This is an optimization exercise on Yosys and OpenROAD, whose aim is small area, a short achievable clock period and few clock cycles, not a production implementation. Where RTL was checked, it was by simulation tests only, not by an equivalence proof against the original. The RTL of run 1 was laid out without a check of its function. Power is estimated from default activity; no workload was simulated.

<file path="flow/run.sh">
#!/bin/bash
set -euo pipefail
bash standard.sh SETUP_SLACK_MARGIN=10.5 finish > run_standard.log 2>&1
</file>
<file path="standard.sh">
#!/bin/bash
# synth_recipe.tcl (not shown) runs the flow's synth.tcl, then flattens the netlist and writes it again
# the make line also repeats each setting of config.mk as NAME=value (left out here)
make -C /OpenROAD-flow-scripts/flow DESIGN_CONFIG=/design/flow/config.mk WORK_HOME=/design/flow/orfs CLKGATE_MAP_FILE= SYNTH_SCRIPT=/design/flow/synth_recipe.tcl "${@:-finish}"
</file>
<file path="config.mk">
export PLATFORM = sky130hd
export DESIGN_NAME = sfc
export DESIGN_NICKNAME = sfc
export VERILOG_FILES = /design/flow/design.v
export SDC_FILE = /design/flow/constraint.sdc
export NUM_CORES = 8
export LEC_CHECK = 0
export CAP_MARGIN = 20
export CELL_PAD_IN_SITES_DETAIL_PLACEMENT = 1
export CELL_PAD_IN_SITES_GLOBAL_PLACEMENT = 2
export CORE_MARGIN = 2
export CORE_UTILIZATION = 55
export GPL_ROUTABILITY_DRIVEN = 1
export PLACE_DENSITY = 0.7
export SLEW_MARGIN = 20
</file>
<file path="constraint.sdc">
create_clock -name core_clock -period 15.0 [get_ports {clk}]
set_input_delay 3.0000 -clock core_clock [delete_from_list [all_inputs] [get_ports {clk}]]
set_output_delay 3.0000 -clock core_clock [all_outputs]
set_load 0.01 [all_outputs]
</file>
<file path="design.v">
module sfc (
    input  wire        clk,
    input  wire        rst,
    input  wire        h_valid,
    input  wire        h_write,
    input  wire [11:0] h_addr,
    input  wire [1:0]  h_size,      
    input  wire [31:0] h_wdata,
    output reg         h_ready,
    output reg  [31:0] h_rdata,
    output reg         h_err,
    output reg         tx_valid,
    output reg  [7:0]  tx_data,
    input  wire        tx_ready,
    input  wire        tx_err,
    input  wire [7:0]  tx_code,
    output wire        cs,
    output wire        disp
);
    localparam CMD_BYTE = 8'h80;
    function [7:0] rev8(input [7:0] b);
        integer i;
        begin
            for (i = 0; i < 8; i = i + 1) rev8[i] = b[7-i];
        end
    endfunction
    localparam A_CMD = 12'h000, A_STATUS = 12'h004, A_ERRINFO = 12'h008,
               A_CTRL = 12'h00C, A_GRID_LO = 12'h010, A_GRID_HI = 12'h014,
               A_SIMSTAT = 12'h018, A_TICKCNT = 12'h01C, A_OAM_COUNT = 12'h020;
    wire       i_oam    = (h_addr >= 12'h100) && (h_addr <= 12'h27F);
    wire       i_bad    = (h_size != 2'd2) || (h_addr[1:0] != 2'b00) ||
                          !((h_addr <= A_OAM_COUNT) || i_oam);
    reg        v_r, w_r, bad_r, oam_r, word_r;
    reg [5:0]  k_r;
    reg        s_cmd, s_status, s_errinfo, s_ctrl, s_glo, s_ghi, s_simstat,
               s_tick, s_cnt;
    reg [31:0] d_r;
    reg        big_r;           
    reg        compl_r;
    always @(posedge clk) begin
        w_r       <= h_write;
        bad_r     <= i_bad;
        oam_r     <= i_oam;
        word_r    <= h_addr[2];
        k_r       <= h_addr[8:3] - 6'h20;
        s_cmd     <= (h_addr == A_CMD);
        s_status  <= (h_addr == A_STATUS);
        s_errinfo <= (h_addr == A_ERRINFO);
        s_ctrl    <= (h_addr == A_CTRL);
        s_glo     <= (h_addr == A_GRID_LO);
        s_ghi     <= (h_addr == A_GRID_HI);
        s_simstat <= (h_addr == A_SIMSTAT);
        s_tick    <= (h_addr == A_TICKCNT);
        s_cnt     <= (h_addr == A_OAM_COUNT);
        d_r       <= h_wdata;
        big_r     <= (h_wdata > 32'd48);
        if (rst) begin
            v_r     <= 1'b0;
            compl_r <= 1'b0;
        end else begin
            v_r     <= h_valid;
            compl_r <= h_ready;
        end
    end
    reg [41:0] grid;
    reg [5:0]  seg;
    reg [1:0]  len;
    reg [2:0]  y;
    reg        rising;
    reg        finished;
    reg [31:0] tickcnt;
    reg        btn_prev;
    reg [5:0]  oam_count;
    reg        prev_valid;
    reg        drawn;
    reg [41:0] pg;           
    reg [5:0]  ps;
    reg [2:0]  py;
    reg        oam_ok;       
    reg        terr, cerr;
    reg [1:0]  ei_cause;
    reg [7:0]  ei_row;
    reg [4:0]  ei_byte;
    reg [7:0]  ei_tcode;
    reg        disp_en;
    reg        busy;
    assign cs   = busy;
    assign disp = disp_en;
    localparam OW = 53;      
    reg [48*OW-1:0] ring;
    reg [5:0]  ph;
    wire [OW-1:0] ea = ring[0*OW +: OW];
    wire [OW-1:0] eb = ring[24*OW +: OW];
    reg  [5:0] ph_b;         
    reg        wa_lo, wa_hi, wb_lo, wb_hi;    
    reg [OW-1:0] wd;                          
    always @(posedge clk) begin
        ring <= {ring[0 +: OW], ring[OW +: 47*OW]};
        if (wa_lo) ring[47*OW +: 32]      <= wd[31:0];
        if (wa_hi) ring[47*OW+32 +: 21]   <= wd[52:32];
        if (wb_lo) ring[23*OW +: 32]      <= wd[31:0];
        if (wb_hi) ring[23*OW+32 +: 21]   <= wd[52:32];
    end
    always @(posedge clk) begin
        if (rst) begin
            ph   <= 6'd0;
            ph_b <= 6'd24;
        end else begin
            ph   <= (ph   == 6'd47) ? 6'd0 : ph + 6'd1;
            ph_b <= (ph_b == 6'd47) ? 6'd0 : ph_b + 6'd1;
        end
    end
    reg [4:0] clr_left;
    reg       clearing;
    always @(posedge clk) begin
        if (rst) begin
            clr_left <= 5'd23;
            clearing <= 1'b1;
        end else if (clearing) begin
            clr_left <= clr_left - 5'd1;
            if (clr_left == 5'd0) clearing <= 1'b0;
        end
    end
    reg  st_t2;              
    reg  st_p2;              
    reg  st_per;             
    reg  slide_pend;
    wire act = v_r && !h_ready && !compl_r;
    reg  mat;                                  
    wire obusy = mat || clearing;
    wire [3:0] op  = d_r[3:0];
    wire       btn = d_r[8];
    wire wr_cmd   = w_r && s_cmd;
    wire wr_cnt   = w_r && s_cnt;
    wire wr_oam   = w_r && oam_r;
    wire guarded  = wr_cmd || wr_cnt || wr_oam;
    wire at_a     = (ph == k_r);
    wire at_b     = (ph_b == k_r);
    wire op_multi = !op[3] && (op[2:0] == 3'd2 || op[2:0] == 3'd6 || op[2:0] == 3'd7);
    reg  fin;
    always @* begin
        fin = 1'b1;
        if (st_t2) fin = !st_per;
        else if (st_p2) fin = 1'b1;
        else if (bad_r) fin = 1'b1;
        else if (!w_r) begin
            if (oam_r)       fin = !obusy && at_a;
            else if (s_cnt)  fin = !obusy;
        end else if (guarded && busy) fin = 1'b1;
        else if (guarded && obusy) fin = 1'b0;
        else if (wr_oam) fin = at_a || at_b;
        else if (wr_cmd && op_multi) fin = 1'b0;
    end
    wire go       = act && !st_t2 && !st_p2;           
    wire good_w   = go && !bad_r && w_r;
    wire busy_wr  = good_w && guarded && busy;
    wire cmd_ok   = good_w && wr_cmd && !busy && !obusy;
    wire cmd_resv = cmd_ok && op[3];
    wire do_press = cmd_ok && (op == 4'h1);
    wire do_tick  = cmd_ok && (op == 4'h2);
    wire do_init  = cmd_ok && (op == 4'h3);
    wire do_build = cmd_ok && (op == 4'h4);
    wire do_comp  = cmd_ok && (op == 4'h5);
    wire do_frame = cmd_ok && (op == 4'h6);
    wire do_period= cmd_ok && (op == 4'h7);
    wire do_cnt   = good_w && wr_cnt && !busy && !obusy;
    wire do_oamw  = good_w && wr_oam && !busy && !obusy && (at_a || at_b);
    wire edge_det = !btn_prev && btn;
    wire       t_rin = rising | (do_period & edge_det);
    reg  [5:0] t_below;
    always @* begin
        case (y)
            3'd0: t_below = 6'b111111;
            3'd1: t_below = grid[0  +: 6];
            3'd2: t_below = grid[6  +: 6];
            3'd3: t_below = grid[12 +: 6];
            3'd4: t_below = grid[18 +: 6];
            3'd5: t_below = grid[24 +: 6];
            3'd6: t_below = grid[30 +: 6];
            default: t_below = grid[36 +: 6];
        endcase
    end
    wire [5:0] t_att  = seg & t_below;
    wire [5:0] t_lose = seg & ~t_below;
    wire [2:0] t_nl   = t_lose[0] + t_lose[1] + t_lose[2] + t_lose[3] + t_lose[4] + t_lose[5];
    wire [1:0] t_len  = len - t_nl[1:0];
    wire       t_fin  = (t_len == 2'd0) || (y == 3'd6);
    wire [5:0] t_full = (t_len == 2'd3) ? 6'b000111 :
                        (t_len == 2'd2) ? 6'b000011 :
                        (t_len == 2'd1) ? 6'b000001 : 6'b000000;
    always @(posedge clk) begin
        if (rst) begin
            grid       <= 42'd0;
            seg        <= 6'b000111;
            len        <= 2'd3;
            y          <= 3'd0;
            rising     <= 1'b0;
            finished   <= 1'b0;
            tickcnt    <= 32'd0;
            btn_prev   <= 1'b0;
            slide_pend <= 1'b0;
        end else begin
            if (do_period) btn_prev <= btn;
            slide_pend <= 1'b0;
            if (do_init || ((do_tick || do_period) && finished && t_rin)) begin
                grid     <= 42'd0;
                seg      <= 6'b000111;
                len      <= 2'd3;
                y        <= 3'd0;
                rising   <= 1'b0;
                finished <= 1'b0;
                tickcnt  <= 32'd0;
            end else if (do_press) begin
                rising <= 1'b1;
            end else if ((do_tick || do_period) && !finished) begin
                tickcnt <= tickcnt + 32'd1;
                rising  <= 1'b0;
                if (t_rin) begin
                    case (y)
                        3'd0: grid[0  +: 6] <= grid[0  +: 6] | t_att;
                        3'd1: grid[6  +: 6] <= grid[6  +: 6] | t_att;
                        3'd2: grid[12 +: 6] <= grid[12 +: 6] | t_att;
                        3'd3: grid[18 +: 6] <= grid[18 +: 6] | t_att;
                        3'd4: grid[24 +: 6] <= grid[24 +: 6] | t_att;
                        3'd5: grid[30 +: 6] <= grid[30 +: 6] | t_att;
                        default: grid[36 +: 6] <= grid[36 +: 6] | t_att;
                    endcase
                    len <= t_len;
                    if (t_fin) begin
                        y        <= 3'd0;
                        finished <= 1'b1;
                        seg      <= 6'd0;
                    end else begin
                        y   <= y + 3'd1;
                        seg <= t_full;
                    end
                end
                slide_pend <= !(t_rin && t_fin) && (tickcnt[2:0] == 3'd7);
            end else if (st_t2 && slide_pend) begin
                seg <= s_seg;
            end
        end
    end
    reg [5:0] s_seg;
    reg       s_gap, s_done;
    integer   si;
    always @* begin
        s_seg  = seg;
        s_gap  = 1'b0;
        s_done = 1'b0;
        for (si = 0; si <= 6; si = si + 1) begin
            if (!s_done) begin
                if (!s_gap) begin
                    if (!seg[si % 6]) s_gap = 1'b1;
                end else if (seg[si % 6]) begin
                    s_seg[si % 6] = 1'b0;
                    s_seg[((si % 6) + len) % 6] = 1'b1;
                    s_done = 1'b1;
                end
            end
        end
    end
    reg [41:0] sy;
    reg [5:0]  g_row_y;
    reg        g_above;
    wire [6:0] rowany;
    genvar gr;
    generate
        for (gr = 0; gr < 7; gr = gr + 1) begin : g_rowany
            assign rowany[gr] = |grid[gr*6 +: 6];
        end
    endgenerate
    always @* begin
        sy = 42'd0;
        case (y)
            3'd0: begin sy[0  +: 6] = seg; g_row_y = grid[0  +: 6]; g_above = |rowany[6:1]; end
            3'd1: begin sy[6  +: 6] = seg; g_row_y = grid[6  +: 6]; g_above = |rowany[6:2]; end
            3'd2: begin sy[12 +: 6] = seg; g_row_y = grid[12 +: 6]; g_above = |rowany[6:3]; end
            3'd3: begin sy[18 +: 6] = seg; g_row_y = grid[18 +: 6]; g_above = |rowany[6:4]; end
            3'd4: begin sy[24 +: 6] = seg; g_row_y = grid[24 +: 6]; g_above = |rowany[6:5]; end
            3'd5: begin sy[30 +: 6] = seg; g_row_y = grid[30 +: 6]; g_above = rowany[6]; end
            default: begin sy[36 +: 6] = seg; g_row_y = grid[36 +: 6]; g_above = 1'b0; end
        endcase
    end
    wire [5:0]  seg_pre = {|seg[5:0], |seg[4:0], |seg[3:0], |seg[2:0], |seg[1:0], seg[0]};
    wire        c_inc = (seg == 6'd0) || !(g_above || ((g_row_y & seg_pre) != 6'd0));
    wire [41:0] c_g   = c_inc ? (grid | sy) : grid;
    wire [5:0]  c_s   = c_inc ? 6'd0 : seg;
    wire [2:0]  c_y   = c_inc ? 3'd0 : y;
    wire        same  = prev_valid && (c_g == pg) && (c_s == ps) && (c_y == py);
    reg        mat_gen;      
    reg        mat_run;      
    reg        mat_pb;       
    reg        nx_v;         
    reg  [8:0] nx_obj;       
    reg  [5:0] bp;           
    reg  [5:0] bn;           
    wire [47:0] cells = {seg, grid};
    reg  [47:0] cand;
    integer ci;
    always @* begin
        for (ci = 0; ci < 48; ci = ci + 1) cand[ci] = cells[ci] && (ci >= bp);
    end
    wire        bfound = (cand != 48'd0);
    reg  [5:0]  fpos;
    reg  [2:0]  frow, fcol;
    integer fi;
    always @* begin
        fpos = 6'd0; frow = 3'd0; fcol = 3'd0;
        for (fi = 47; fi >= 0; fi = fi - 1) begin
            if (cand[fi]) begin
                fpos = fi;
                if (fi < 42) begin frow = fi / 6; fcol = fi % 6; end
                else begin frow = y; fcol = fi - 42; end
            end
        end
    end
    wire [7:0]  bx = fcol * 8'd24;
    wire [2:0]  brow_inv = 3'd6 - frow;
    wire [7:0]  by = brow_inv * 8'd24;
    wire [OW-1:0] bobj = {8'd0, 8'd24, 5'd3, 8'd0, nx_obj[8:4], 3'd0, 9'd0, nx_obj[3:0], 3'd0};
    wire mat_start;
    wire mat_align = (ph == 6'd0) || (ph == 6'd24);
    wire mat_wr    = mat && nx_v && (mat_run || mat_align);
    wire mat_wpb   = mat_run ? mat_pb : (ph == 6'd24);
    wire mat_last  = mat && !mat_gen && !nx_v;
    always @(posedge clk) begin
        if (rst) begin
            mat     <= 1'b0;
            mat_gen <= 1'b0;
            mat_run <= 1'b0;
            mat_pb  <= 1'b0;
            nx_v    <= 1'b0;
            bp      <= 6'd0;
            bn      <= 6'd0;
        end else if (mat_start) begin
            mat     <= 1'b1;
            mat_gen <= 1'b1;
            mat_run <= 1'b0;
            nx_v    <= 1'b0;
            bp      <= 6'd0;
            bn      <= 6'd0;
        end else if (mat) begin
            if (mat_wr) begin
                mat_run <= 1'b1;
                mat_pb  <= mat_wpb;
                bn      <= bn + 6'd1;
            end
            if (mat_gen && (!nx_v || mat_wr)) begin
                nx_v   <= bfound;
                nx_obj <= {by[7:3], bx[6:3]};
                bp     <= fpos + 6'd1;
                if (!bfound || fpos == 6'd47) mat_gen <= 1'b0;
            end else if (mat_wr) begin
                nx_v <= 1'b0;
            end
            if (mat_last) mat <= 1'b0;
        end
    end
    wire [OW-1:0] hobj = {d_r[23:16], d_r[15:8], d_r[7:3], d_r[31:0]};
    always @* begin
        wa_lo = 1'b0; wa_hi = 1'b0; wb_lo = 1'b0; wb_hi = 1'b0;
        wd    = hobj;
        if (clearing) begin
            wd = {OW{1'b0}};
            wa_lo = 1'b1; wa_hi = 1'b1; wb_lo = 1'b1; wb_hi = 1'b1;
        end else if (mat_wr) begin
            wd = bobj;
            if (mat_wpb) begin wb_lo = 1'b1; wb_hi = 1'b1; end
            else         begin wa_lo = 1'b1; wa_hi = 1'b1; end
        end else if (do_oamw) begin
            if (at_a) begin wa_lo = !word_r; wa_hi = word_r; end
            else      begin wb_lo = !word_r; wb_hi = word_r; end
        end
    end
    wire p2_redraw = st_p2 && !same;
    wire p2_same   = st_p2 && same;
    assign mat_start = do_build || p2_redraw || (p2_same && !oam_ok);
    wire start_snap = p2_redraw;
    wire start_gen  = do_comp;
    wire [31:0] status_word  = {26'd0, drawn, prev_valid, busy, cerr, terr, busy};
    wire [31:0] errinfo_word = {ei_tcode, 3'd0, ei_byte, ei_row, 4'd0, 2'd0, ei_cause};
    wire [31:0] simstat_word = {13'd0, btn_prev, finished, rising, 1'b0, y,
                                2'd0, len, 2'd0, seg};
    wire [31:0] oam_word     = word_r ? {8'd0, ea[52:45], ea[44:37], ea[36:32], 3'b000}
                                      : ea[31:0];
    wire [31:0] rd_word =
        ({32{oam_r}}     & oam_word) |
        ({32{s_status}}  & status_word) |
        ({32{s_errinfo}} & errinfo_word) |
        ({32{s_ctrl}}    & {31'd0, disp_en}) |
        ({32{s_glo}}     & grid[31:0]) |
        ({32{s_ghi}}     & {22'd0, grid[41:32]}) |
        ({32{s_simstat}} & simstat_word) |
        ({32{s_tick}}    & tickcnt) |
        ({32{s_cnt}}     & {26'd0, oam_count});
    wire done_acc = act && fin;
    always @(posedge clk) begin
        h_rdata <= rd_word;
        if (rst) begin
            h_ready <= 1'b0;
            h_err   <= 1'b0;
            st_t2   <= 1'b0;
            st_p2   <= 1'b0;
            st_per  <= 1'b0;
        end else begin
            h_ready <= done_acc;
            h_err   <= done_acc && !st_t2 && !st_p2 && bad_r;
            st_t2   <= do_tick || do_period;
            st_per  <= do_period;
            st_p2   <= do_frame || (st_t2 && st_per);
        end
    end
    always @(posedge clk) begin
        if (rst) begin
            oam_count  <= 6'd0;
            prev_valid <= 1'b0;
            drawn      <= 1'b0;
            oam_ok     <= 1'b0;
        end else begin
            if (do_cnt) begin
                oam_count <= big_r ? 6'd48 : d_r[5:0];
                oam_ok    <= 1'b0;
            end
            if (do_oamw || do_build) oam_ok <= 1'b0;
            if (mat_last) oam_count <= bn;
            if (p2_redraw) begin
                pg         <= c_g;
                ps         <= c_s;
                py         <= c_y;
                prev_valid <= 1'b1;
                drawn      <= 1'b1;
                oam_ok     <= 1'b1;
            end else if (p2_same) begin
                drawn      <= 1'b0;
                oam_ok     <= 1'b1;
            end
        end
    end
    reg        gen;           
    reg        acc_run, acc_wait;
    reg [4:0]  wc;
    reg [7:0]  wrow;
    reg        s1v, s1last;
    reg [14:0] sp_a, sp_b;
    reg        a_full, b_full;
    reg [143:0] abuf, bbuf;
    function [11:0] qr(input [4:0] w8);      
        case (w8)
            5'd0: qr = {7'd0, 5'd0};
            5'd1: qr = {7'd72, 5'd0};
            5'd2: qr = {7'd36, 5'd0};
            5'd3: qr = {7'd24, 5'd0};
            5'd4: qr = {7'd18, 5'd0};
            5'd5: qr = {7'd14, 5'd2};
            5'd6: qr = {7'd12, 5'd0};
            5'd7: qr = {7'd10, 5'd2};
            5'd8: qr = {7'd9, 5'd0};
            5'd9: qr = {7'd8, 5'd0};
            5'd10: qr = {7'd7, 5'd2};
            5'd11: qr = {7'd6, 5'd6};
            5'd12: qr = {7'd6, 5'd0};
            5'd13: qr = {7'd5, 5'd7};
            5'd14: qr = {7'd5, 5'd2};
            5'd15: qr = {7'd4, 5'd12};
            5'd16: qr = {7'd4, 5'd8};
            5'd17: qr = {7'd4, 5'd4};
            5'd18: qr = {7'd4, 5'd0};
            5'd19: qr = {7'd3, 5'd15};
            5'd20: qr = {7'd3, 5'd12};
            5'd21: qr = {7'd3, 5'd9};
            5'd22: qr = {7'd3, 5'd6};
            5'd23: qr = {7'd3, 5'd3};
            5'd24: qr = {7'd3, 5'd0};
            5'd25: qr = {7'd2, 5'd22};
            5'd26: qr = {7'd2, 5'd20};
            5'd27: qr = {7'd2, 5'd18};
            5'd28: qr = {7'd2, 5'd16};
            5'd29: qr = {7'd2, 5'd14};
            5'd30: qr = {7'd2, 5'd12};
            default: qr = {7'd2, 5'd10};
        endcase
    endfunction
    function [14:0] span(input [OW-1:0] e, input [5:0] idx, input [5:0] cnt,
                         input [7:0] row);
        reg [15:0] ox, oy;
        reg [4:0]  w8, xb, f;
        reg [7:0]  oh, oa, dy;
        reg [6:0]  q;
        reg [4:0]  r;
        reg [5:0]  xe;
        reg        v, full;
        begin
            ox = e[15:0]; oy = e[31:16]; w8 = e[36:32]; oh = e[44:37]; oa = e[52:45];
            {q, r} = qr(w8);
            dy   = row - oy[7:0];
            full = ({1'b0, dy} < {2'b00, q});
            v    = (idx < cnt) && (oa == 8'd0) && (w8 != 5'd0) &&
                   (ox[15:8] == 8'd0) && (ox[7:0] < 8'd144) &&
                   (oy[15:8] == 8'd0) && (row >= oy[7:0]) && (dy < oh) &&
                   (full || ({1'b0, dy} == {2'b00, q} && r != 5'd0));
            f    = full ? w8 : r;
            xb   = ox[7:3];
            xe   = {1'b0, xb} + {1'b0, f};
            span = {v, xb, ox[2:0], xe};
        end
    endfunction
    function [143:0] smask(input [14:0] sp);
        reg       v;
        reg [4:0] xb;
        reg [2:0] s;
        reg [5:0] xe;
        reg [7:0] lo;
        integer b;
        begin
            {v, xb, s, xe} = sp;
            lo = 8'hFF >> s;
            for (b = 0; b < 18; b = b + 1) begin
                if (!v)                        smask[b*8 +: 8] = 8'h00;
                else if (b == xb)              smask[b*8 +: 8] = lo;
                else if (b > xb && b < xe)     smask[b*8 +: 8] = 8'hFF;
                else if (b == xe)              smask[b*8 +: 8] = ~lo;
                else                           smask[b*8 +: 8] = 8'h00;
            end
        end
    endfunction
    always @(posedge clk) begin
        sp_a <= span(ea, ph,   oam_count, wrow);
        sp_b <= span(eb, ph_b, oam_count, wrow);
    end
    wire [143:0] m_ab = s1v ? (smask(sp_a) | smask(sp_b)) : 144'd0;
    wire         xfer_now  = s1last && !a_full;
    wire         xfer_late = b_full && !a_full;
    wire         xfer = xfer_now || xfer_late;
    reg        pact;
    reg [7:0]  prow;
    reg [4:0]  ppos;
    wire       fire = tx_valid && tx_ready;
    wire       pslot = !tx_valid || tx_ready;
    wire       pdata = (ppos >= 5'd2);
    wire       avail = !pdata || !gen || a_full;
    wire       push  = busy && pact && pslot && avail;
    wire       prow_last = (prow == 8'd167);
    wire       ppos_last = (ppos == 5'd19);
    wire       abort = fire && tx_err;
    reg [2:0] s_row;
    always @* begin
        if      (prow < 8'd24)  s_row = 3'd6;
        else if (prow < 8'd48)  s_row = 3'd5;
        else if (prow < 8'd72)  s_row = 3'd4;
        else if (prow < 8'd96)  s_row = 3'd3;
        else if (prow < 8'd120) s_row = 3'd2;
        else if (prow < 8'd144) s_row = 3'd1;
        else                    s_row = 3'd0;
    end
    wire [4:0] bc = ppos - 5'd2;
    reg  [2:0] s_col;
    always @* begin
        if      (bc < 5'd3)  s_col = 3'd0;
        else if (bc < 5'd6)  s_col = 3'd1;
        else if (bc < 5'd9)  s_col = 3'd2;
        else if (bc < 5'd12) s_col = 3'd3;
        else if (bc < 5'd15) s_col = 3'd4;
        else                 s_col = 3'd5;
    end
    wire [5:0] s_rowbits = pg[s_row * 6 +: 6] | ((py == s_row) ? ps : 6'd0);
    wire       s_fill = s_rowbits[s_col];
    wire [7:0] a_byte = abuf[bc * 8 +: 8];
    wire [7:0] pbyte = (ppos == 5'd0) ? CMD_BYTE :
                       (ppos == 5'd1) ? rev8(prow) :
                       gen ? ~a_byte : {8{~s_fill}};
    always @(posedge clk) begin
        if (rst) begin
            busy     <= 1'b0;
            pact     <= 1'b0;
            gen      <= 1'b0;
            prow     <= 8'd0;
            ppos     <= 5'd0;
            tx_valid <= 1'b0;
            tx_data  <= 8'd0;
            acc_run  <= 1'b0;
            acc_wait <= 1'b0;
            wc       <= 5'd0;
            wrow     <= 8'd0;
            s1v      <= 1'b0;
            s1last   <= 1'b0;
            a_full   <= 1'b0;
            b_full   <= 1'b0;
        end else if (start_snap || start_gen) begin
            busy     <= 1'b1;
            pact     <= 1'b1;
            gen      <= start_gen;
            prow     <= 8'd0;
            ppos     <= 5'd1;
            tx_valid <= 1'b1;
            tx_data  <= CMD_BYTE;
            acc_run  <= start_gen;
            acc_wait <= 1'b0;
            wc       <= 5'd0;
            wrow     <= 8'd0;
            s1v      <= 1'b0;
            s1last   <= 1'b0;
            a_full   <= 1'b0;
            b_full   <= 1'b0;
        end else if (abort) begin
            busy     <= 1'b0;
            pact     <= 1'b0;
            tx_valid <= 1'b0;
            acc_run  <= 1'b0;
            acc_wait <= 1'b0;
            s1v      <= 1'b0;
            s1last   <= 1'b0;
            a_full   <= 1'b0;
            b_full   <= 1'b0;
        end else begin
            if (fire && !pact) busy <= 1'b0;
            if (push) begin
                tx_valid <= 1'b1;
                tx_data  <= pbyte;
                if (!ppos_last) ppos <= ppos + 5'd1;
                else begin
                    ppos <= 5'd0;
                    prow <= prow + 8'd1;
                    if (prow_last) pact <= 1'b0;
                end
            end else if (fire) begin
                tx_valid <= 1'b0;
            end
            s1v    <= acc_run;
            s1last <= acc_run && (wc == 5'd23);
            if (push && ppos_last && gen) a_full <= 1'b0;
            if (xfer) a_full <= 1'b1;
            if (s1last && a_full) b_full <= 1'b1;
            if (xfer_late) b_full <= 1'b0;
            if (acc_run) begin
                if (wc == 5'd23) begin
                    wc <= 5'd0;
                    if (a_full || wrow == 8'd167) begin
                        acc_run  <= 1'b0;
                        acc_wait <= (wrow != 8'd167);
                    end else begin
                        wrow <= wrow + 8'd1;
                    end
                end else begin
                    wc <= wc + 5'd1;
                end
            end else if (acc_wait && xfer) begin
                acc_wait <= 1'b0;
                acc_run  <= 1'b1;
                wrow     <= wrow + 8'd1;
            end
        end
    end
    always @(posedge clk) begin
        if (start_gen || xfer) bbuf <= 144'd0;
        else                   bbuf <= bbuf | m_ab;
        if (xfer) abuf <= bbuf | m_ab;
    end
    wire [7:0] c_row  = (ppos == 5'd0) ? prow - 8'd1 : prow;
    wire [4:0] c_byte = (ppos == 5'd0) ? 5'd19 : ppos - 5'd1;
    always @(posedge clk) begin
        if (rst) begin
            terr     <= 1'b0;
            cerr     <= 1'b0;
            ei_cause <= 2'd0;
            ei_row   <= 8'd0;
            ei_byte  <= 5'd0;
            ei_tcode <= 8'd0;
            disp_en  <= 1'b0;
        end else begin
            if (good_w && s_status) begin
                if (d_r[1]) terr <= 1'b0;
                if (d_r[2]) cerr <= 1'b0;
            end
            if (good_w && s_ctrl) disp_en <= d_r[0];
            if (busy_wr || cmd_resv) begin
                cerr     <= 1'b1;
                ei_cause <= busy_wr ? 2'd2 : 2'd3;
                ei_row   <= 8'd0;
                ei_byte  <= 5'd0;
                ei_tcode <= 8'd0;
            end
            if (busy && abort) begin
                terr     <= 1'b1;
                ei_cause <= 2'd1;
                ei_row   <= c_row;
                ei_byte  <= c_byte;
                ei_tcode <= tx_code;
            end
        end
    end
endmodule
</file>
==> metrics.yaml, run 1 <==
clocking:
  numCtsBuffers: 311
  cts_max_level: 5
  postCtsHoldBufs: 0
  root_buffer: "clkbuf_16"
  cts_num_sinks: 3240
  clk_path_buf_depth: 4
floorplan:
  initial_core_util: 0.552
  num_rows: 150
  io_pins: 105
  die_h_microns: 413
  die_w_microns: 413
placement:
  dp_hpwl_microns: 198000
  io_buffers: 104
  routabilityCongestion: 0.993
  pre_cts_slack_ps: 9260
synth:
  synthFlopType: "dfxtp_1"
  ys_warn_count: 1
  syn_area_sq_um: 92100
  synth_commonest_cells: "dfxtp_1, o21ai_0, nand2_1, a21oi_1, nor2_1"
  synth_top_area_cell: "dfxtp_1"
  synthCells: 7473
  synthArstFlopShare: 0
  avgSynthCellArea_sq_um: 12.3
  synth_cell_types: 92
  yosysTopAreaCellShare: 0.660
  synth.area.top_cells: "dfxtp_1, edfxtp_1, o21ai_0"
  synth_edf_count: 204
  ys_ff_latch: 3240
  synth.most_common_cell: "dfxtp_1"
  synth-seq-area-share: 0.726
grt:
  grt_overflow_total: 174
  antenna_found_initial: 159
  grt_max_degree: 90
  track_usage: 0.780
outcome:
  error: "[ERROR GRT-0232] Routing congestion too high. Check the congestion heatmap in the GUI."
  stop_stage: "global routing"
  status: "aborted with a tool error"
sta:
  grt-worst-endpoint: "sp_b[5]$_DFF_P_/D"
  worst-ep-kind: "sequential cell input"
timing repair:
action | CTS
endpoints found under the setup margin | 199
resized for setup | 294
cloned | 4
hold endpoints to repair | 0
pin swaps | 44
buffers inserted | 50
how the worst min path moves through the flow:
stage	startpoint	endpoint	slack (ps)	cells after the start
detailed placement	ring[164]$_DFF_P_	ring[111]$_DFF_P_	310	0
floorplan	ring[53]$_DFF_P_	ring[0]$_DFF_P_	310	0
global placement	ring[323]$_DFF_P_	ring[270]$_DFF_P_	310	0
CTS	ring[2140]$_DFF_P_	ring[2087]$_DFF_P_	280	0
per-layer routing:
metal,overflow,track usage
met1,6,0.786
met4,80,0.751
met5,4,0.473
met2,68,0.903
met3,16,0.670
per-stage QoR:
step	instances	cell area [sq um]
after floorplan	7474	92300
after global placement	9527	95500
after detailed placement	9529	95600
after CTS	10100	107000
cells by family after synthesis:
group,after synthesis,share of synthesized area
muxes,144,0.0209
xor gates and xnor gates,112,0.0106
and+or+nand+nor,1643,0.0882
adders and majority gates,128,0.0182
other,1,0.0000407
DFF,3240,0.726
AOI/OAI and AO/OA,1695,0.115
buffers and inverters,510,0.0211
power groups by stage:
stage	combinational [uW]	clock (uW)	sequential, uW
after floorplan	27.6	0	8880
after global placement	56.7	0	8890
after detailed placement	58.3	0	8890
after CTS	65.6	8470	8690
==> run 2: changes to the inputs <==
--- a/design.v
+++ b/design.v
@@ -31,36 +31,17 @@
     wire       i_bad    = (h_size != 2'd2) || (h_addr[1:0] != 2'b00) ||
                           !((h_addr <= A_OAM_COUNT) || i_oam);
-    reg        v_r, w_r, bad_r, oam_r, word_r;
-    reg [5:0]  k_r;
-    reg        s_cmd, s_status, s_errinfo, s_ctrl, s_glo, s_ghi, s_simstat,
-               s_tick, s_cnt;
-    reg [31:0] d_r;
-    reg        big_r;           
-    reg        compl_r;
-    always @(posedge clk) begin
-        w_r       <= h_write;
-        bad_r     <= i_bad;
-        oam_r     <= i_oam;
-        word_r    <= h_addr[2];
-        k_r       <= h_addr[8:3] - 6'h20;
-        s_cmd     <= (h_addr == A_CMD);
-        s_status  <= (h_addr == A_STATUS);
-        s_errinfo <= (h_addr == A_ERRINFO);
-        s_ctrl    <= (h_addr == A_CTRL);
-        s_glo     <= (h_addr == A_GRID_LO);
-        s_ghi     <= (h_addr == A_GRID_HI);
-        s_simstat <= (h_addr == A_SIMSTAT);
-        s_tick    <= (h_addr == A_TICKCNT);
-        s_cnt     <= (h_addr == A_OAM_COUNT);
-        d_r       <= h_wdata;
-        big_r     <= (h_wdata > 32'd48);
-        if (rst) begin
-            v_r     <= 1'b0;
-            compl_r <= 1'b0;
-        end else begin
-            v_r     <= h_valid;
-            compl_r <= h_ready;
-        end
-    end
+    wire       i_word   = h_addr[2];
+    wire       s_cmd     = (h_addr == A_CMD);
+    wire       s_status  = (h_addr == A_STATUS);
+    wire       s_errinfo = (h_addr == A_ERRINFO);
+    wire       s_ctrl    = (h_addr == A_CTRL);
+    wire       s_glo     = (h_addr == A_GRID_LO);
+    wire       s_ghi     = (h_addr == A_GRID_HI);
+    wire       s_simstat = (h_addr == A_SIMSTAT);
+    wire       s_tick    = (h_addr == A_TICKCNT);
+    wire       s_cnt     = (h_addr == A_OAM_COUNT);
+    function [5:0] p32(input [5:0] p);
+        p32 = {~p[5], p[4:0]};
+    endfunction
     reg [41:0] grid;
     reg [5:0]  seg;
@@ -93,4 +74,6 @@
     wire [OW-1:0] eb = ring[24*OW +: OW];
     reg  [5:0] ph_b;         
+    reg  [5:0] ph_ah;        
+    reg  [5:0] ph_bh;        
     reg        wa_lo, wa_hi, wb_lo, wb_hi;    
     reg [OW-1:0] wd;                          
@@ -98,15 +81,19 @@
         ring <= {ring[0 +: OW], ring[OW +: 47*OW]};
         if (wa_lo) ring[47*OW +: 32]      <= wd[31:0];
-        if (wa_hi) ring[47*OW+32 +: 21]   <= wd[52:32];
         if (wb_lo) ring[23*OW +: 32]      <= wd[31:0];
-        if (wb_hi) ring[23*OW+32 +: 21]   <= wd[52:32];
+        if (wa_hi) ring[45*OW+32 +: 21]   <= wd[52:32];
+        if (wb_hi) ring[21*OW+32 +: 21]   <= wd[52:32];
     end
     always @(posedge clk) begin
         if (rst) begin
             ph   <= 6'd0;
-            ph_b <= 6'd24;
+            ph_b  <= 6'd24;
+            ph_ah <= 6'd46;
+            ph_bh <= 6'd22;
         end else begin
-            ph   <= (ph   == 6'd47) ? 6'd0 : ph + 6'd1;
-            ph_b <= (ph_b == 6'd47) ? 6'd0 : ph_b + 6'd1;
+            ph    <= (ph    == 6'd47) ? 6'd0 : ph + 6'd1;
+            ph_b  <= (ph_b  == 6'd47) ? 6'd0 : ph_b + 6'd1;
+            ph_ah <= (ph_ah == 6'd47) ? 6'd0 : ph_ah + 6'd1;
+            ph_bh <= (ph_bh == 6'd47) ? 6'd0 : ph_bh + 6'd1;
         end
     end
@@ -122,49 +109,55 @@
         end
     end
+    reg  st_cmd;             
+    reg  st_t1;              
     reg  st_t2;              
     reg  st_p2;              
     reg  st_per;             
+    reg  [3:0] op_r;
+    reg  btn_r;
     reg  slide_pend;
-    wire act = v_r && !h_ready && !compl_r;
+    wire st_any = st_t1 || st_t2 || st_p2;
+    wire act = h_valid && !h_ready && !st_any;
     reg  mat;                                  
     wire obusy = mat || clearing;
-    wire [3:0] op  = d_r[3:0];
-    wire       btn = d_r[8];
-    wire wr_cmd   = w_r && s_cmd;
-    wire wr_cnt   = w_r && s_cnt;
-    wire wr_oam   = w_r && oam_r;
+    wire [3:0] i_op   = h_wdata[3:0];
+    wire wr_cmd   = h_write && s_cmd;
+    wire wr_cnt   = h_write && s_cnt;
+    wire wr_oam   = h_write && i_oam;
     wire guarded  = wr_cmd || wr_cnt || wr_oam;
-    wire at_a     = (ph == k_r);
-    wire at_b     = (ph_b == k_r);
-    wire op_multi = !op[3] && (op[2:0] == 3'd2 || op[2:0] == 3'd6 || op[2:0] == 3'd7);
+    wire at_a     = (h_addr[8:3] == p32(ph));
+    wire at_b     = (h_addr[8:3] == p32(ph_b));
+    wire at_ah    = (h_addr[8:3] == p32(ph_ah));
+    wire at_bh    = (h_addr[8:3] == p32(ph_bh));
+    wire at_w     = i_word ? (at_ah || at_bh) : (at_a || at_b);
+    wire op_multi = (i_op == 4'h2) || (i_op == 4'h6) || (i_op == 4'h7);
     reg  fin;
     always @* begin
         fin = 1'b1;
-        if (st_t2) fin = !st_per;
-        else if (st_p2) fin = 1'b1;
-        else if (bad_r) fin = 1'b1;
-        else if (!w_r) begin
-            if (oam_r)       fin = !obusy && at_a;
+        if (i_bad) fin = 1'b1;
+        else if (!h_write) begin
+            if (i_oam)       fin = !obusy && at_a;
             else if (s_cnt)  fin = !obusy;
         end else if (guarded && busy) fin = 1'b1;
         else if (guarded && obusy) fin = 1'b0;
-        else if (wr_oam) fin = at_a || at_b;
+        else if (wr_oam) fin = at_w;
         else if (wr_cmd && op_multi) fin = 1'b0;
     end
-    wire go       = act && !st_t2 && !st_p2;           
-    wire good_w   = go && !bad_r && w_r;
+    wire acc      = act && fin;
+    wire good_w   = acc && !i_bad && h_write;
     wire busy_wr  = good_w && guarded && busy;
-    wire cmd_ok   = good_w && wr_cmd && !busy && !obusy;
-    wire cmd_resv = cmd_ok && op[3];
-    wire do_press = cmd_ok && (op == 4'h1);
-    wire do_tick  = cmd_ok && (op == 4'h2);
-    wire do_init  = cmd_ok && (op == 4'h3);
-    wire do_build = cmd_ok && (op == 4'h4);
-    wire do_comp  = cmd_ok && (op == 4'h5);
-    wire do_frame = cmd_ok && (op == 4'h6);
-    wire do_period= cmd_ok && (op == 4'h7);
-    wire do_cnt   = good_w && wr_cnt && !busy && !obusy;
-    wire do_oamw  = good_w && wr_oam && !busy && !obusy && (at_a || at_b);
-    wire edge_det = !btn_prev && btn;
+    wire cmd_go   = good_w && wr_cmd && !busy;          
+    wire multi_go = act && !i_bad && wr_cmd && !busy && !obusy && op_multi;
+    wire do_cnt   = good_w && wr_cnt && !busy;
+    wire do_oamw  = good_w && wr_oam && !busy;
+    wire cmd_resv  = st_cmd && op_r[3];
+    wire do_press  = st_cmd && (op_r == 4'h1);
+    wire do_init   = st_cmd && (op_r == 4'h3);
+    wire do_build  = st_cmd && (op_r == 4'h4);
+    wire do_comp   = st_cmd && (op_r == 4'h5);
+    wire do_tick   = st_t1;
+    wire do_period = st_t1 && st_per;
+    wire btn       = btn_r;
+    wire edge_det  = !btn_prev && btn;
     wire       t_rin = rising | (do_period & edge_det);
     reg  [5:0] t_below;
@@ -203,5 +196,5 @@
             if (do_period) btn_prev <= btn;
             slide_pend <= 1'b0;
-            if (do_init || ((do_tick || do_period) && finished && t_rin)) begin
+            if (do_init || (do_tick && finished && t_rin)) begin
                 grid     <= 42'd0;
                 seg      <= 6'b000111;
@@ -213,5 +206,5 @@
             end else if (do_press) begin
                 rising <= 1'b1;
-            end else if ((do_tick || do_period) && !finished) begin
+            end else if (do_tick && !finished) begin
                 tickcnt <= tickcnt + 32'd1;
                 rising  <= 1'b0;
@@ -294,29 +287,70 @@
     reg        nx_v;         
     reg  [8:0] nx_obj;       
-    reg  [5:0] bp;           
     reg  [5:0] bn;           
-    wire [47:0] cells = {seg, grid};
-    reg  [47:0] cand;
-    integer ci;
-    always @* begin
-        for (ci = 0; ci < 48; ci = ci + 1) cand[ci] = cells[ci] && (ci >= bp);
-    end
-    wire        bfound = (cand != 48'd0);
-    reg  [5:0]  fpos;
-    reg  [2:0]  frow, fcol;
-    integer fi;
-    always @* begin
-        fpos = 6'd0; frow = 3'd0; fcol = 3'd0;
-        for (fi = 47; fi >= 0; fi = fi - 1) begin
-            if (cand[fi]) begin
-                fpos = fi;
-                if (fi < 42) begin frow = fi / 6; fcol = fi % 6; end
-                else begin frow = y; fcol = fi - 42; end
-            end
-        end
+    reg  [7:0] rg;           
+    reg  [2:0] cg;           
+    reg  [5:0] lm;           
+    reg  [1:0] hd_v, hd_pb;  
+    reg        nb_v;         
+    reg  [5:0] nb_bits;      
+    reg  [2:0] nb_g;         
+    wire [7:0] ne = {seg != 6'd0, rowany};
+    reg  [2:0] ng;           
+    always @* begin
+        casez (rg)
+            8'b???????1: ng = 3'd0;
+            8'b??????10: ng = 3'd1;
+            8'b?????100: ng = 3'd2;
+            8'b????1000: ng = 3'd3;
+            8'b???10000: ng = 3'd4;
+            8'b??100000: ng = 3'd5;
+            8'b?1000000: ng = 3'd6;
+            default:     ng = 3'd7;
+        endcase
+    end
+    reg  [5:0] ng_bits;
+    always @* begin
+        case (ng)
+            3'd0: ng_bits = grid[0  +: 6];
+            3'd1: ng_bits = grid[6  +: 6];
+            3'd2: ng_bits = grid[12 +: 6];
+            3'd3: ng_bits = grid[18 +: 6];
+            3'd4: ng_bits = grid[24 +: 6];
+            3'd5: ng_bits = grid[30 +: 6];
+            3'd6: ng_bits = grid[36 +: 6];
+            default: ng_bits = seg;
+        endcase
+    end
+    wire       lm_any  = (lm != 6'd0);
+    wire [5:0] g_src   = lm_any ? lm : nb_bits;
+    wire [2:0] g_grp   = lm_any ? cg : nb_g;
+    wire       g_have  = lm_any || nb_v;
+    wire       g_done  = !lm_any && !nb_v && (rg == 8'd0);
+    wire       g_step  = mat_gen && (!nx_v || mat_wr);
+    wire [5:0] g_low   = g_src & (~g_src + 6'd1);
+    wire [2:0] frow    = (g_grp == 3'd7) ? y : g_grp;
+    reg  [3:0] fx;           
+    always @* begin
+        case (g_low)
+            6'b000001: fx = 4'd0;
+            6'b000010: fx = 4'd3;
+            6'b000100: fx = 4'd6;
+            6'b001000: fx = 4'd9;
+            6'b010000: fx = 4'd12;
+            default:   fx = 4'd15;
+        endcase
+    end
+    reg  [4:0] fy;           
+    always @* begin
+        case (frow)
+            3'd0: fy = 5'd18;
+            3'd1: fy = 5'd15;
+            3'd2: fy = 5'd12;
+            3'd3: fy = 5'd9;
+            3'd4: fy = 5'd6;
+            3'd5: fy = 5'd3;
+            default: fy = 5'd0;
+        endcase
     end
-    wire [7:0]  bx = fcol * 8'd24;
-    wire [2:0]  brow_inv = 3'd6 - frow;
-    wire [7:0]  by = brow_inv * 8'd24;
     wire [OW-1:0] bobj = {8'd0, 8'd24, 5'd3, 8'd0, nx_obj[8:4], 3'd0, 9'd0, nx_obj[3:0], 3'd0};
     wire mat_start;
@@ -324,5 +358,5 @@
     wire mat_wr    = mat && nx_v && (mat_run || mat_align);
     wire mat_wpb   = mat_run ? mat_pb : (ph == 6'd24);
-    wire mat_last  = mat && !mat_gen && !nx_v;
+    wire mat_last  = mat && !mat_gen && !nx_v && (hd_v[0] == 1'b0);
     always @(posedge clk) begin
         if (rst) begin
@@ -332,31 +366,46 @@
             mat_pb  <= 1'b0;
             nx_v    <= 1'b0;
-            bp      <= 6'd0;
-            bn      <= 6'd0;
-        end else if (mat_start) begin
-            mat     <= 1'b1;
-            mat_gen <= 1'b1;
-            mat_run <= 1'b0;
-            nx_v    <= 1'b0;
-            bp      <= 6'd0;
             bn      <= 6'd0;
-        end else if (mat) begin
-            if (mat_wr) begin
-                mat_run <= 1'b1;
-                mat_pb  <= mat_wpb;
-                bn      <= bn + 6'd1;
-            end
-            if (mat_gen && (!nx_v || mat_wr)) begin
-                nx_v   <= bfound;
-                nx_obj <= {by[7:3], bx[6:3]};
-                bp     <= fpos + 6'd1;
-                if (!bfound || fpos == 6'd47) mat_gen <= 1'b0;
-            end else if (mat_wr) begin
-                nx_v <= 1'b0;
+            hd_v    <= 2'd0;
+        end else begin
+            hd_v  <= {hd_v[0], mat_wr};
+            hd_pb <= {hd_pb[0], mat_wpb};
+            if (mat_start) begin
+                mat     <= 1'b1;
+                mat_gen <= 1'b1;
+                mat_run <= 1'b0;
+                nx_v    <= 1'b0;
+                bn      <= 6'd0;
+                rg      <= ne;
+                lm      <= 6'd0;
+                nb_v    <= 1'b0;
+            end else if (mat) begin
+                if (mat_wr) begin
+                    mat_run <= 1'b1;
+                    mat_pb  <= mat_wpb;
+                    bn      <= bn + 6'd1;
+                end
+                if (g_step) begin
+                    nx_v <= g_have;
+                    if (g_have) begin
+                        nx_obj <= {fy, fx};
+                        lm     <= g_src & ~g_low;
+                        cg     <= g_grp;
+                    end
+                    if (g_done) mat_gen <= 1'b0;
+                end else if (mat_wr) begin
+                    nx_v <= 1'b0;
+                end
+                if (!nb_v || (g_step && !lm_any)) begin
+                    nb_v    <= (rg != 8'd0);
+                    nb_bits <= ng_bits;
+                    nb_g    <= ng;
+                    if (rg != 8'd0) rg[ng] <= 1'b0;
+                end
+                if (mat_last) mat <= 1'b0;
             end
-            if (mat_last) mat <= 1'b0;
         end
     end
-    wire [OW-1:0] hobj = {d_r[23:16], d_r[15:8], d_r[7:3], d_r[31:0]};
+    wire [OW-1:0] hobj = {h_wdata[23:16], h_wdata[15:8], h_wdata[7:3], h_wdata[31:0]};
     always @* begin
         wa_lo = 1'b0; wa_hi = 1'b0; wb_lo = 1'b0; wb_hi = 1'b0;
@@ -365,11 +414,13 @@
             wd = {OW{1'b0}};
             wa_lo = 1'b1; wa_hi = 1'b1; wb_lo = 1'b1; wb_hi = 1'b1;
-        end else if (mat_wr) begin
+        end else if (mat) begin
             wd = bobj;
-            if (mat_wpb) begin wb_lo = 1'b1; wb_hi = 1'b1; end
-            else         begin wa_lo = 1'b1; wa_hi = 1'b1; end
+            wa_lo = mat_wr && !mat_wpb;
+            wb_lo = mat_wr && mat_wpb;
+            wa_hi = hd_v[1] && !hd_pb[1];
+            wb_hi = hd_v[1] && hd_pb[1];
         end else if (do_oamw) begin
-            if (at_a) begin wa_lo = !word_r; wa_hi = word_r; end
-            else      begin wb_lo = !word_r; wb_hi = word_r; end
+            if (i_word) begin wa_hi = at_ah; wb_hi = !at_ah; end
+            else        begin wa_lo = at_a;  wb_lo = !at_a;  end
         end
     end
@@ -383,8 +434,8 @@
     wire [31:0] simstat_word = {13'd0, btn_prev, finished, rising, 1'b0, y,
                                 2'd0, len, 2'd0, seg};
-    wire [31:0] oam_word     = word_r ? {8'd0, ea[52:45], ea[44:37], ea[36:32], 3'b000}
+    wire [31:0] oam_word     = i_word ? {8'd0, ea[52:45], ea[44:37], ea[36:32], 3'b000}
                                       : ea[31:0];
     wire [31:0] rd_word =
-        ({32{oam_r}}     & oam_word) |
+        ({32{i_oam}}     & oam_word) |
         ({32{s_status}}  & status_word) |
         ({32{s_errinfo}} & errinfo_word) |
@@ -395,19 +446,28 @@
         ({32{s_tick}}    & tickcnt) |
         ({32{s_cnt}}     & {26'd0, oam_count});
-    wire done_acc = act && fin;
     always @(posedge clk) begin
         h_rdata <= rd_word;
+        if (multi_go) begin
+            op_r  <= i_op;
+            btn_r <= h_wdata[8];
+        end else if (cmd_go) begin
+            op_r  <= i_op;
+        end
         if (rst) begin
             h_ready <= 1'b0;
             h_err   <= 1'b0;
+            st_cmd  <= 1'b0;
+            st_t1   <= 1'b0;
             st_t2   <= 1'b0;
             st_p2   <= 1'b0;
             st_per  <= 1'b0;
         end else begin
-            h_ready <= done_acc;
-            h_err   <= done_acc && !st_t2 && !st_p2 && bad_r;
-            st_t2   <= do_tick || do_period;
-            st_per  <= do_period;
-            st_p2   <= do_frame || (st_t2 && st_per);
+            h_ready <= acc || (st_t2 && !st_per) || st_p2;
+            h_err   <= acc && i_bad;
+            st_cmd  <= cmd_go;
+            st_t1   <= multi_go && (i_op != 4'h6);
+            if (multi_go) st_per <= (i_op == 4'h7);
+            st_t2   <= st_t1;
+            st_p2   <= (multi_go && (i_op == 4'h6)) || (st_t2 && st_per);
         end
     end
@@ -420,5 +480,5 @@
         end else begin
             if (do_cnt) begin
-                oam_count <= big_r ? 6'd48 : d_r[5:0];
+                oam_count <= (h_wdata > 32'd48) ? 6'd48 : h_wdata[5:0];
                 oam_ok    <= 1'b0;
             end
@@ -485,23 +545,26 @@
                          input [7:0] row);
         reg [15:0] ox, oy;
-        reg [4:0]  w8, xb, f;
-        reg [7:0]  oh, oa, dy;
+        reg [4:0]  w8, xb;
+        reg [7:0]  oh, oa;
         reg [6:0]  q;
         reg [4:0]  r;
-        reg [5:0]  xe;
-        reg        v, full;
+        reg [8:0]  oyq, oyh;
+        reg [5:0]  xe_w, xe_r;
+        reg        v, full, part;
         begin
             ox = e[15:0]; oy = e[31:16]; w8 = e[36:32]; oh = e[44:37]; oa = e[52:45];
             {q, r} = qr(w8);
-            dy   = row - oy[7:0];
-            full = ({1'b0, dy} < {2'b00, q});
+            oyq  = {1'b0, oy[7:0]} + {2'b00, q};
+            oyh  = {1'b0, oy[7:0]} + {1'b0, oh};
+            full = ({1'b0, row} < oyq);
+            part = ({1'b0, row} == oyq) && (r != 5'd0);
             v    = (idx < cnt) && (oa == 8'd0) && (w8 != 5'd0) &&
                    (ox[15:8] == 8'd0) && (ox[7:0] < 8'd144) &&
-                   (oy[15:8] == 8'd0) && (row >= oy[7:0]) && (dy < oh) &&
-                   (full || ({1'b0, dy} == {2'b00, q} && r != 5'd0));
-            f    = full ? w8 : r;
+                   (oy[15:8] == 8'd0) && (row >= oy[7:0]) &&
+                   ({1'b0, row} < oyh) && (full || part);
             xb   = ox[7:3];
-            xe   = {1'b0, xb} + {1'b0, f};
-            span = {v, xb, ox[2:0], xe};
+            xe_w = {1'b0, xb} + {1'b0, w8};
+            xe_r = {1'b0, xb} + {1'b0, r};
+            span = {v, xb, ox[2:0], full ? xe_w : xe_r};
         end
     endfunction
@@ -512,14 +575,14 @@
         reg [5:0] xe;
         reg [7:0] lo;
-        integer b;
+        reg       p, q;
+        integer b, j;
         begin
             {v, xb, s, xe} = sp;
             lo = 8'hFF >> s;
             for (b = 0; b < 18; b = b + 1) begin
-                if (!v)                        smask[b*8 +: 8] = 8'h00;
-                else if (b == xb)              smask[b*8 +: 8] = lo;
-                else if (b > xb && b < xe)     smask[b*8 +: 8] = 8'hFF;
-                else if (b == xe)              smask[b*8 +: 8] = ~lo;
-                else                           smask[b*8 +: 8] = 8'h00;
+                p = v && (b >= xb) && (b < xe);
+                q = v && (b > xb) && (b <= xe);
+                for (j = 0; j < 8; j = j + 1)
+                    smask[b*8 + j] = lo[j] ? p : q;
             end
         end
@@ -670,8 +733,8 @@
         end else begin
             if (good_w && s_status) begin
-                if (d_r[1]) terr <= 1'b0;
-                if (d_r[2]) cerr <= 1'b0;
+                if (h_wdata[1]) terr <= 1'b0;
+                if (h_wdata[2]) cerr <= 1'b0;
             end
-            if (good_w && s_ctrl) disp_en <= d_r[0];
+            if (good_w && s_ctrl) disp_en <= h_wdata[0];
             if (busy_wr || cmd_resv) begin
                 cerr     <= 1'b1;
--- a/config.mk
+++ b/config.mk
@@ -10,6 +10,8 @@
 export CELL_PAD_IN_SITES_GLOBAL_PLACEMENT = 2
 export CORE_MARGIN = 2
-export CORE_UTILIZATION = 55
+export CORE_UTILIZATION = 50
+export CTS_CLUSTER_DIAMETER = 100
+export CTS_CLUSTER_SIZE = 30
 export GPL_ROUTABILITY_DRIVEN = 1
-export PLACE_DENSITY = 0.7
+export PLACE_DENSITY = 0.65
 export SLEW_MARGIN = 20
==> metrics.yaml, run 2 <==
grt:
  grt_max_degree: 147
  track_usage: 0.278
  grt_pass1_vias: 54800
  grt_overflow_total: 0
  grt_pass1_wl_microns: 379000
  antenna_found_initial: 26
synth:
  synth_simple_gate_area_frac: 0.0821  # -0.00611
  ys_ff_latch: 3229  # -0.34%
  synth.area.mux_share: 0.0244  # +0.00343
  yosys.area_share.xor_xnor: 0.0134  # +0.00280
  synth_cell_types: 106  # +15%
  synth.area.top_cells: "dfxtp_1, edfxtp_1, ha_1"
  synth_commonest_cells: "dfxtp_1, nand2_1, nor2_1, o21ai_0, clkbuf_1"
  synthFlopType: "dfxtp_1"
  synth_top_family_by_area: "compound AO/OA/AOI/OAI gates"
  synthCells: 7039  # -5.8%
  ys_warn_count: 1  # unchanged
  synth_adder_area_share: 0.0233  # +0.00513
  synth-compound-area-share: 0.100  # -0.0147
  synth_top_area_cell: "dfxtp_1"
  yosysTopAreaCellShare: 0.657  # -0.00281
  synthArstFlopShare: 0  # unchanged
  synth.most_common_cell: "dfxtp_1"
  syn_area_sq_um: 91200  # -1.0%
  synth_edf_count: 237  # +16%
  synth-seq-area-share: 0.735  # +0.00875
  avgSynthCellArea_sq_um: 13.0  # +5.1%
detailed_routing:
  drtIter0Drc: 4085
  wl_per_cell_microns: 27.3
  num_vias: 53200
  finalWirelength_microns: 262000
  post_drt_via_cell_ratio: 5.54
  remaining_drc_errors: 0
  postRouteAntennaNets: 0
  drt_pass1_iterations: 6
cells_and_area:
  drive_gt1_frac: 0.121
  reg_top3: "ring x2544, abuf x144, bbuf x144"
  multi_input_area_sq_um: 23700
  final_util: 0.565
  final_common_cell: "dfxtp_1"
  layout.nets: 7407
  layout_common_cells: "dfxtp_1, nand2_1, nor2_1"
  seq_area_sq_um: 67100
  area_growth_pct: 12.1
  largest_register: "ring"
  largest_reg_flops: 2544
  fillCellCount: 17300
worst_setup_path:
  setup.worst_path.end_class: "register"
  cp.arrival_ps: 6040
  crit_path_max_fanout: 7
  r2r_cells: 20
  worstSetupStartpointType: "primary input"
  required_ps: 15730
  reg2reg_to: "seg[1]$_SDFFE_PP1P_"
  critPathKind: "in -> reg"
  r2r_slack_ps: 10550
  crit-reg2reg-launch: "y[0]$_SDFFE_PP0P_"
sta:
  finClkSkew_ps: 61.6
  hold_slack_ps: 312
  finalHoldViolCount: 0
  setup_tns_ps: 0
  worstMarginPinSlew_ps: 1390
  rsz0062_at_grt: "yes"
  setup_violations: 0
  finalMaxSlewViolations: 0
  fmax_ghz: 0.188
  slew_headroom: 0.0708
  fin_crit_sh: 0.354
  min_period_ps: 5310
placement:
  io_buffers: 104  # unchanged
  routabilityCongestion: 0.941  # -5.2%
  dp_hpwl_microns: 167000  # -16%
floorplan:
  placeableCoreArea_sq_um: 181000
  num_rows: 156  # +4.0%
  io_pins: 105  # unchanged
  die_h_microns: 431  # +4.3%
  initial_core_util: 0.504  # -0.0482
  die_w_microns: 431  # +4.3%
  die_area_sq_um: 186000
clocking:
  cts.reportedPaths.clkPinSlew_ps: 110
  root_buffer: "clkbuf_16"
  cts_max_level: 4  # -1
  cts_tree: "yes"
  numCtsBuffers: 132  # -58%
  clk_latency_ps: 850
  cts_num_sinks: 3229  # -0.34%
  clk_path_buf_depth: 3  # -1
run:
  drv_cap: 0
min_path:
  holdCritStartpoint: "ring[90]$_DFF_P_"
  hold_depth: 0
  hold_path_class: "reg -> reg"
  hold-path-endpoint: "ring[37]$_DFF_P_"
power_and_ir_drop:
  ir_drop_uv: 150
  p_per_area_nw_per_um2: 130
  p_leak_uw: 0.0399
outcome:
  status: "complete, no violations"
[run 2: changes by cell type after synthesis, moves of 33 or more]
cell / delta
a22oi_1: +102
dfxtp_1: -44
nand2b_1: -41
edfxtp_1: +33
nand2_1: -44
a22o_1: +34
nor2_1: -57
ha_1: +36
o22ai_1: -67
a21oi_1: -195
o21ai_0: -207
clkbuf_1: -44
mux2i_1: +36
[run 2: metal layers]
| metal | GRT usage | part of all wire | vias to the layer above | wire [microns] |
|---|---|---|---|---|
| li1 | - | - | 24500 | - |
| met1 | 0.375 | 0.44 | 26800 | 115000 |
| met2 | 0.460 | 0.47 | 1472 | 124000 |
| met3 | 0.0340 | 0.045 | 452 | 11900 |
| met4 | 0.103 | 0.040 | 6 | 10400 |
| met5 | 0 | 0.00016 | - | 41 |
[run 2: worst max-delay path: stages]
cell     delay (ps)
buf_6           130
nor2b_4         140
o21a_4          230
buf_12          130
o221a_4         220
o31ai_4         240
or4b_4          540
or4_4           440
or2_4           280
buf_12          160
and2_4          200
mux2_4          300
[run 2: report_power, final]
| group | total [uW] | internal (uW) | switching (uW) |
|---|---|---|---|
| clock network | 4450 | 1780 | 2670 |
| registers | 8680 | 8660 | 17.4 |
| logic | 131 | 62.6 | 68.9 |
| total | 13300 | 10500 | 2760 |
[run 2: worst max path at each step]
| stage | start | to | slack (ps) | depth (start not counted) |
|---|---|---|---|---|
| CTS | h_addr[4] | ring[2417]$_DFF_P_ | 9730 | 12 |
| global placement | h_addr[5] | ring[1224]$_DFF_P_ | 7590 | 12 |
| floorplan | h_addr[6] | ring[2494]$_DFF_P_ | 9110 | 13 |
| finish | h_addr[8] | ring[2497]$_DFF_P_ | 9690 | 12 |
| detailed placement | h_addr[5] | ring[2417]$_DFF_P_ | 7530 | 12 |
| global route | h_addr[5] | ring[2512]$_DFF_P_ | 9700 | 12 |
[run 2: kinds of logic after synthesis]
| family | after synthesis |
|---|---|
| DFF | 3229 |
| and+or+nand+nor | 1489 |
| AOI/OAI and AO/OA | 1347 |
| buffers and inverters | 496 |
| muxes | 173 |
| adders and majority gates | 164 |
| xor gates and xnor gates | 140 |
| other | 1 |
[run 2: area by class of cell]
type                       instances  share of cell area
antenna                           11            0.000269
clock buffer                     146              0.0339
clock inverter                    29             0.00562
inverter                         153             0.00583
multi-input combinational       3319               0.232
sequential                      3229               0.656
tap                             2370              0.0290
timing repair buffer             348              0.0373
[run 2: repair_timing]
item	in CTS	in global routing
hold buffers	0	0
setup endpoints to repair	397	351
resized for setup	508	188
cloned	22	3
setup buffers	74	40
pin swaps	41	36
[run 2: metrics by stage]
step	total power, uW	setup WS (ps)	cells	instance area, sq um
after floorplan	8930	9110	7041	91400
after global placement	8970	7590	9278	94800
after detailed placement	8980	7530	9278	94800
after CTS	13400	9730	9549	101000
after global routing	13700	9700	9595	102000
final	13300	9690	9605	102000
Testbench counts of run 2, summed over its fixed seeds: cycles 359,409.

what the ideal ports hide:
The results above use ideal ports. As a check the final layout listed here was re-extracted and re-timed, cells and wires unchanged. Step 1 (the two cells are an assumption about what drives the block):
set clk [get_ports {clk}]
set_driving_cell -lib_cell sky130_fd_sc_hd__clkbuf_16 $clk
set_driving_cell -lib_cell sky130_fd_sc_hd__buf_2 [delete_from_list [all_inputs] $clk]
Step 2 also shifts input and output timing later by t, the mid clock arrival at the registers, as if the neighbouring blocks saw the same clock. a / b / c = ideal ports / drivers / drivers and shift; a / b = the first two.
run: run 2
t (ns): 0.913
setup WS [ns]: 9.690 / 9.610 / 8.697
hold slack, ns: 0.312 / 0.312 / 0.312
slew at the worst register clock pin (ns): 0.12 / 0.12
After both steps setup and hold are still met in run 2. For run 2, drivers alone change the setup slack by -0.080 ns; drivers and shift together by -0.993 ns.
